Source: an optimization exercise on an open RTL-to-GDS flow (aim: small area, a short achievable clock period and few clock cycles per item). Production flows keep margins and buffers that such runs may drop.
Where RTL was checked, it was by simulation tests only, not by an equivalence proof against the original.
No activity file was given, so power comes from the tool's default toggle rates.

==> flow/design.v <==
module gsm7_septet (
    input  wire        clk,
    input  wire        rst,           
    input  wire        cmd_valid,
    output wire        cmd_ready,
    input  wire [2:0]  cmd_op,
    input  wire [15:0] cmd_len,
    input  wire [7:0]  cmd_hdr_len,
    input  wire        in_valid,
    output wire        in_ready,
    input  wire [31:0] in_data,
    output wire        out_valid,
    input  wire        out_ready,
    output wire [7:0]  out_data,
    output wire        res_valid,
    input  wire        res_ready,
    output wire [7:0]  res_err,
    output wire [7:0]  res_count
);
    reg         busy;        
    reg         crdy;        
    reg         rv;          
    reg         flt;         
    reg         m_pack;      
    reg         m_hex;       
    reg         pre;         
    reg         more;        
    reg  [10:0] rem;         
    reg  [7:0]  cnt;         
    reg  [2:0]  hl;          
    reg         hexhi;       
    reg         skip;        
    reg  [4:0]  err;
    reg         sv;          
    reg  [7:0]  sq;          
    reg  [1:0]  sc;          
    reg         slo;         
    reg  [14:0] acc;         
    reg  [3:0]  k;           
    reg  [7:0]  od;          
    reg  [3:0]  lo;          
    reg         ov;          
    reg         olo;         
    function automatic [7:0] hexc(input [3:0] d);
        reg g;
        begin
            g = d[3] & (d[2] | d[1]);                    
            hexc = {1'b0, g, ~g, ~g, ~g & d[3],
                    g ? (d[2] & (d[1] | d[0])) : d[2],
                    g ? ~(d[1] ^ d[0]) : d[1],
                    d[0] ^ g};
        end
    endfunction
    wire len_big = (|cmd_len[15:11]) | (cmd_len[10] & (|cmd_len[9:0]));
    wire op_pack = (cmd_op == 3'd0);
    wire op_hdr  = (cmd_op == 3'd1);
    reg  [4:0] pf;
    always @* begin
        if (cmd_op[2] & cmd_op[1])                     pf = 5'h10;
        else if (len_big)                              pf = 5'h12;
        else if (cmd_op == 3'd5)                       pf = 5'h03;
        else if (op_pack & (|cmd_len[10:8]))           pf = 5'h19;
        else if (op_hdr & (cmd_hdr_len > 8'd6))        pf = 5'h17;
        else if (op_hdr & (cmd_len[10:0] > 11'd248))   pf = 5'h19;
        else                                           pf = 5'h00;
    end
    wire pf_any = |pf;
    wire c_pack = op_pack | op_hdr;
    wire [7:0] len_byte = cmd_len[7:0] + {5'd0, op_hdr, op_hdr, op_hdr};
    wire hl_nz   = |hl;
    wire auto_st = pre & ~hl_nz;                     
    wire pre_bit = pre & cnt[2] & cnt[1];            
    wire move    = sv & (~k[3] | slo);               
    wire sfree   = ~sv | move;
    wire done_in = ~pre & ~more & ~sv;
    assign in_ready = (pre ? hl_nz : more) & (skip | sfree);
    wire fire  = in_valid & in_ready;
    wire st1   = auto_st ? (skip | sfree) : fire;    
    wire sload = st1 & ~skip;                        
    wire hi24 = |in_data[31:8];
    wire c_dig = (in_data[7:4] == 4'h3) & (in_data[3:0] <= 4'h9);
    wire c_let = ~in_data[7] & in_data[6] & (in_data[4:3] == 2'b00) &
                 (in_data[2:0] != 3'd0) & (in_data[2:0] != 3'd7);
    wire c_hex = ~hi24 & (c_dig | c_let);
    wire [3:0] hv = {in_data[3] | in_data[6],
                     in_data[2] ^ (in_data[6] & in_data[1] & in_data[0]),
                     in_data[1] ^ (in_data[6] & in_data[0]),
                     in_data[0] ^ in_data[6]};
    reg  [7:0] sx;
    reg  [1:0] sw;
    reg        st_fault;
    reg  [4:0] st_err;
    reg        st_commit;   
    always @* begin
        sx = in_data[7:0]; sw = 2'd0; st_fault = hi24; st_err = 5'h13; st_commit = 1'b0;
        if (pre) begin
            if (auto_st) begin
                sx = 8'd0;
                if (pre_bit) sw = 2'd2;
            end
        end else if (m_pack) begin
            sx = {1'b0, in_data[6:0]};
            sw = 2'd1;
            st_fault = hi24 | in_data[7];
            st_err = 5'h18;
        end else if (m_hex) begin
            st_err = 5'h15;
            st_fault = ~c_hex;
            if (!hexhi) begin
                sx = {hv, 4'd0};
                sw = 2'd3;
                if (c_hex & (rem == 11'd1)) begin st_fault = 1'b1; st_err = 5'h16; end
            end else begin
                sx = {4'd0, hv};
                st_commit = 1'b1;
            end
        end else begin
            st_commit = 1'b1;
        end
    end
    wire        k7  = &k[2:0];
    wire [14:0] ins = {7'd0, sq} << k[2:0];
    wire [14:0] tot = acc | (move ? ins : 15'd0);
    wire [3:0]  kw  = (sc == 2'd0) ? {1'b1, k[2:0]} :
                      (sc == 2'd1) ? ({1'b0, k[2:0]} + 4'd7) :
                      (sc == 2'd2) ? ({1'b0, k[2:0]} + 4'd1) : {1'b0, k[2:0]};
    wire [3:0]  kt  = move ? kw : k;
    wire ofree  = ~ov | (out_ready & (olo | ~m_pack));
    wire av_go  = (sc == 2'd0) | ((sc == 2'd1) & (|k[2:0])) | (((sc == 2'd2) | ~m_pack) & k7);
    wire av_no  = k[3] | (m_pack ? (done_in & (|k[2:0])) : k7);
    wire avail  = move ? av_go : av_no;
    wire load   = ofree & avail;
    wire left   = k[3] | (m_pack ? (|k[2:0]) : k7);      
    assign out_valid = ov;
    assign out_data  = od;
    assign res_valid = rv;
    assign res_err   = {3'd0, err};
    assign res_count = flt ? 8'd0 : cnt;
    assign cmd_ready = crdy;
    wire take = ~busy & cmd_valid;
    always @(posedge clk) begin
        if (rst) begin
            busy <= 1'b0;
            crdy <= 1'b1;
            rv   <= 1'b0;
            ov   <= 1'b0;
            pre  <= 1'b0;
            more <= 1'b0;
            sv   <= 1'b0;
        end else if (take) begin
            busy <= 1'b1;
            crdy <= 1'b0;
            pre  <= op_hdr & ~pf_any;
            more <= ~pf_any & (|cmd_len[10:0]);
            sv   <= 1'b0;
        end else if (busy) begin
            if (fire & ~pre)
                more <= (rem != 11'd1);
            if (pre_bit & st1)
                pre <= 1'b0;
            if (sload)
                sv <= 1'b1;
            else if (move)
                sv <= 1'b0;
            if (ov & out_ready & ~(m_pack & ~olo))
                ov <= 1'b0;
            if (load)
                ov <= 1'b1;
            if (!rv && done_in && !left && ofree)
                rv <= 1'b1;
            if (rv && res_ready) begin
                rv   <= 1'b0;
                busy <= 1'b0;
                crdy <= 1'b1;
            end
        end
    end
    always @(posedge clk) begin
        if (!busy) begin
            flt    <= pf_any;
            m_pack <= c_pack;
            m_hex  <= (cmd_op == 3'd2);
            rem    <= cmd_len[10:0];
            cnt    <= 8'd0;
            hl     <= cmd_hdr_len[2:0];
            hexhi  <= 1'b0;
            skip   <= pf_any;
            err    <= pf;
            acc    <= {7'd0, len_byte & {8{c_pack}}};
            k      <= {c_pack, 3'd0};
        end else begin
            if (fire & ~pre)
                rem <= rem - 11'd1;
            if (fire & pre) hl <= hl - 3'd1;
            if (fire & ~skip & st_fault) begin
                skip <= 1'b1;
                flt  <= 1'b1;
                err  <= st_err;
            end
            if (m_hex & fire) hexhi <= ~hexhi;
            if (pre ? st1 : (sload & (m_pack | st_commit)))
                cnt <= cnt + ((~m_pack & (cnt[2:0] == 3'd6)) ? 8'd2 : 8'd1);
            if (sload & st_commit & (cnt == 8'd158))
                skip <= 1'b1;                           
            if (sload) begin
                sq  <= sx;
                sc  <= sw;
                slo <= m_hex & hexhi;
            end
            if (ov & out_ready & m_pack & ~olo)
                olo <= 1'b1;
            if (load | (ov & out_ready & m_pack & ~olo))
                od  <= m_pack ? hexc(load ? tot[7:4] : lo) : {1'b0, tot[6:0]};
            if (load) begin
                lo  <= tot[3:0];
                olo <= 1'b0;
                if (m_pack) begin
                    acc <= {8'd0, tot[14:8]};
                    k   <= kt[3] ? {1'b0, kt[2:0]} : 4'd0;
                end else begin
                    acc <= {7'd0, tot[14:7]};
                    k   <= kt - 4'd7;
                end
            end else begin
                acc <= tot;
                k   <= kt;
            end
        end
    end
endmodule
export LEC_CHECK = 0
export CAP_MARGIN = 20
export CORE_MARGIN = 2
export CORE_UTILIZATION = 60
export CTS_BUF_LIST = sky130_fd_sc_hd__clkbuf_8
export SETUP_SLACK_MARGIN = 4
export SLEW_MARGIN = 20
create_clock -name core_clock -period 7.0 [get_ports {clk}]
standard.sh (not shown) runs the stock make flow with config.mk's settings and CLKGATE_MAP_FILE= SYNTH_SCRIPT=/design/flow/synth_recipe.tcl, a recipe that flattens the netlist after the stock synthesis.
==> flow/flow/run.sh <==
#!/bin/bash
# Standard layout, with plain buffers (not delay cells) on the ports.
set -euo pipefail
export BUFFER_PORTS_ARGS="-buffer_cell sky130_fd_sc_hd__buf_1"
bash standard.sh > standard.log 2>&1
The baseline completed with no timing, DRC or antenna violations.
Then changed:
--- a/flow/design.v
+++ b/flow/design.v
@@ -177,5 +177,5 @@
     end
     always @(posedge clk) begin
-        if (!busy) begin
+        if (take) begin
             flt    <= pf_any;
             m_pack <= c_pack;
Clock power went down by roughly a tenth.
Power went up by about a fifth.
Wire length barely changes.
Utilization went up by 2.2 points.
Combinational power went up by well over a third.
First-iteration DRC count went up by a quarter to a third.
Testbench counts after the change, summed over its fixed seeds: cycles 40,152, items 28,162.
For the first run of this note, only the layout was checked, not whether the RTL still works.

========
## xenon
gsm7_septet, a different RTL version from the one above (not shown whole).
For scale: roughly 740 cells after synthesis, roughly 87 flip-flops, ~93 I/O pins.
export LEC_CHECK = 0
export ABC_AREA = 1
export CAP_MARGIN = 20
export CORE_MARGIN = 2
export CORE_UTILIZATION = 60
export CTS_BUF_LIST = sky130_fd_sc_hd__clkbuf_8
export SETUP_SLACK_MARGIN = 4.5
export SLEW_MARGIN = 20
create_clock -name core_clock -period 7.0 [get_ports {clk}]
Scripts as last shown in full above: flow/flow/run.sh
xenon: full flow OK, the timing, design-rule and antenna checks passed
Setup changes, xenon to indigo
diff --git a/flow/design.v b/flow/design.v
--- a/flow/design.v
+++ b/flow/design.v
@@ -15,25 +15,22 @@
     output wire        res_valid,
     input  wire        res_ready,
     output wire [7:0]  res_err,
     output wire [7:0]  res_count
 );
     reg         busy;        
     reg         crdy;        
     reg         rv;          
     reg         irdy;        
     reg         fst;         
     reg         hbig;        
-    reg         fbad;        
-    reg         foth;        
-    reg         lbig;        
     reg         m_pack;      
     reg         m_hex;       
     reg         pre;         
     reg         more;        
     reg  [10:0] rem;         
     reg  [7:0]  cnt;         
     reg  [2:0]  hl;          
     reg         hexhi;       
     reg         skip;        
     reg  [4:0]  err;
     reg         sv;          
@@ -53,27 +50,30 @@
             g = d[3] & (d[2] | d[1]);                    
             hexc = {1'b0, g, ~g, ~g, ~g & d[3],
                     g ? (d[2] & (d[1] | d[0])) : d[2],
                     g ? ~(d[1] ^ d[0]) : d[1],
                     d[0] ^ g};
         end
     endfunction
     wire len_big = (|cmd_len[15:11]) | (cmd_len[10] & (|cmd_len[9:0]));
     wire op_pack = (cmd_op == 3'd0);
     wire op_hdr  = (cmd_op == 3'd1);
     wire hl_big  = (|cmd_hdr_len[7:3]) | (&cmd_hdr_len[2:0]);
-    wire f1      = fbad | lbig | foth;
+    wire f1      = (cmd_op[2] & cmd_op[1]) | len_big | (cmd_op == 3'd5);
+    wire [4:0] e1 = (cmd_op[2] & cmd_op[1]) ? 5'h10 : len_big ? 5'h12 :
+                    (cmd_op == 3'd5) ? 5'h03 : 5'h00;
+    wire c_pre   = op_hdr & ~f1;
+    wire c_more  = ~f1 & (|cmd_len[10:0]);
     wire r_248   = (|rem[10:8]) | ((&rem[7:3]) & (|rem[2:0]));
-    wire p2      = fst & (f1 | (pre ? (hbig | r_248) : (m_pack & (|rem[10:8]))));
-    wire [4:0] e2 = fbad ? 5'h10 : lbig ? 5'h12 : foth ? 5'h03 :
-                    (pre & hbig) ? 5'h17 : 5'h19;
+    wire p2      = fst & ~skip & (pre ? (hbig | r_248) : (m_pack & (|rem[10:8])));
+    wire [4:0] e2 = (pre & hbig) ? 5'h17 : 5'h19;
     wire c_pack  = op_pack | op_hdr;
     wire [7:0] len7     = cmd_len[7:0] + 8'd7;
     wire [7:0] len_byte = op_hdr ? len7 : cmd_len[7:0];
     wire hl_nz   = |hl;
     wire auto_st = pre & ~hl_nz;                     
     wire pre_bit = pre & cnt[2] & cnt[1];            
     wire move    = sv & (~k[3] | slo);               
     wire sfree   = ~sv | move;
     wire done_in = ~pre & ~more & ~sv;
     wire flt   = |err;                               
     assign in_ready = irdy;
@@ -159,38 +159,35 @@
                 rv <= 1'b1;
             if (rv && res_ready) begin
                 rv   <= 1'b0;
                 busy <= 1'b0;
                 crdy <= 1'b1;
                 irdy <= 1'b0;
             end
         end
     end
     always @(posedge clk) begin
         if (!busy) begin
-            pre    <= op_hdr;
-            more   <= |cmd_len[10:0];
+            pre    <= c_pre;
+            more   <= c_more;
             sv     <= 1'b0;
             fst    <= 1'b1;
             hbig   <= hl_big;
-            fbad   <= cmd_op[2] & cmd_op[1];
-            foth   <= (cmd_op == 3'd5);
-            lbig   <= len_big;
             m_pack <= c_pack;
             m_hex  <= (cmd_op == 3'd2);
             rem    <= cmd_len[10:0];
             cnt    <= 8'd0;
             hl     <= cmd_hdr_len[2:0];
             hexhi  <= 1'b0;
-            skip   <= 1'b0;
-            err    <= 5'h00;
+            skip   <= f1;
+            err    <= e1;
             acc    <= {7'd0, len_byte & {8{c_pack}}};
             k      <= {c_pack, 3'd0};
         end else begin
             fst  <= 1'b0;
             if (p2) begin
                 skip <= 1'b1;
                 err  <= e2;
             end
             more <= more_n;
             pre  <= pre_n;
             if (sload)
### Flow results
In indigo, met2 routing resource usage after global routing is lower than in xenon. Between xenon and indigo, the power is higher for xenon. Relative to xenon, the worst slack on hold paths of indigo is lower by 0.0038 ns. indigo vs. xenon: post-route worst setup slack decreased 0.0064 ns, area of the core fell by about 0.5%, sequential area share after synthesis went down 0.20 points. Reported for xenon and indigo, total inserted antenna cells turned out identical to the last digit. Compare xenon and indigo | sequential share of layout area lower: indigo. Of xenon and indigo, the lower synthesized cell count belongs to xenon. indigo reports its launch point of the worst path as cmd_len[1] while xenon reports in_valid. indigo: share of total power consumed by net switching 2.7 points below xenon.
Testbench counts of indigo, summed over its fixed seeds: cycles 40,152, items 28,162.
No functional check of the RTL was part of xenon.

## what the ideal ports hide
How much do the figures lean on ideal ports? The routed layouts below were timed once more, with nothing changed but the port constraints.
Step 1 assumes that a clkbuf_16 drives the clock port and a buf_2 every other input.
Step 2, shift: input delay + t, output delay - t, t = (earliest + latest rising clock arrival at the registers) / 2. This alone moves slack from input paths to output paths.
Slacks: ideal / step 1 / step 2; pairs: ideal / step 1.
run | shift t [ns] | slack for setup (ns) | latest minus earliest clock arrival (ns) | pins driven straight from the clock port
the first run of note 1 | 0.395 | 4.026 / 3.992 / 3.702 | 0.020 / 0.019 | 1
the second run of note 1 | 0.383 | 4.027 / 4.014 / 3.631 | 0.013 / 0.013 | 1
xenon | 0.396 | 4.614 / 4.587 / 4.230 | 0.013 / 0.013 | 1
indigo | 0.393 | 4.608 / 4.596 / 4.226 | 0.012 / 0.012 | 1
After both steps setup and hold are still met in every run listed. The setup slack of the second run of note 1, which loses most, moves by -0.013 ns with the drivers and by -0.396 ns with both steps.
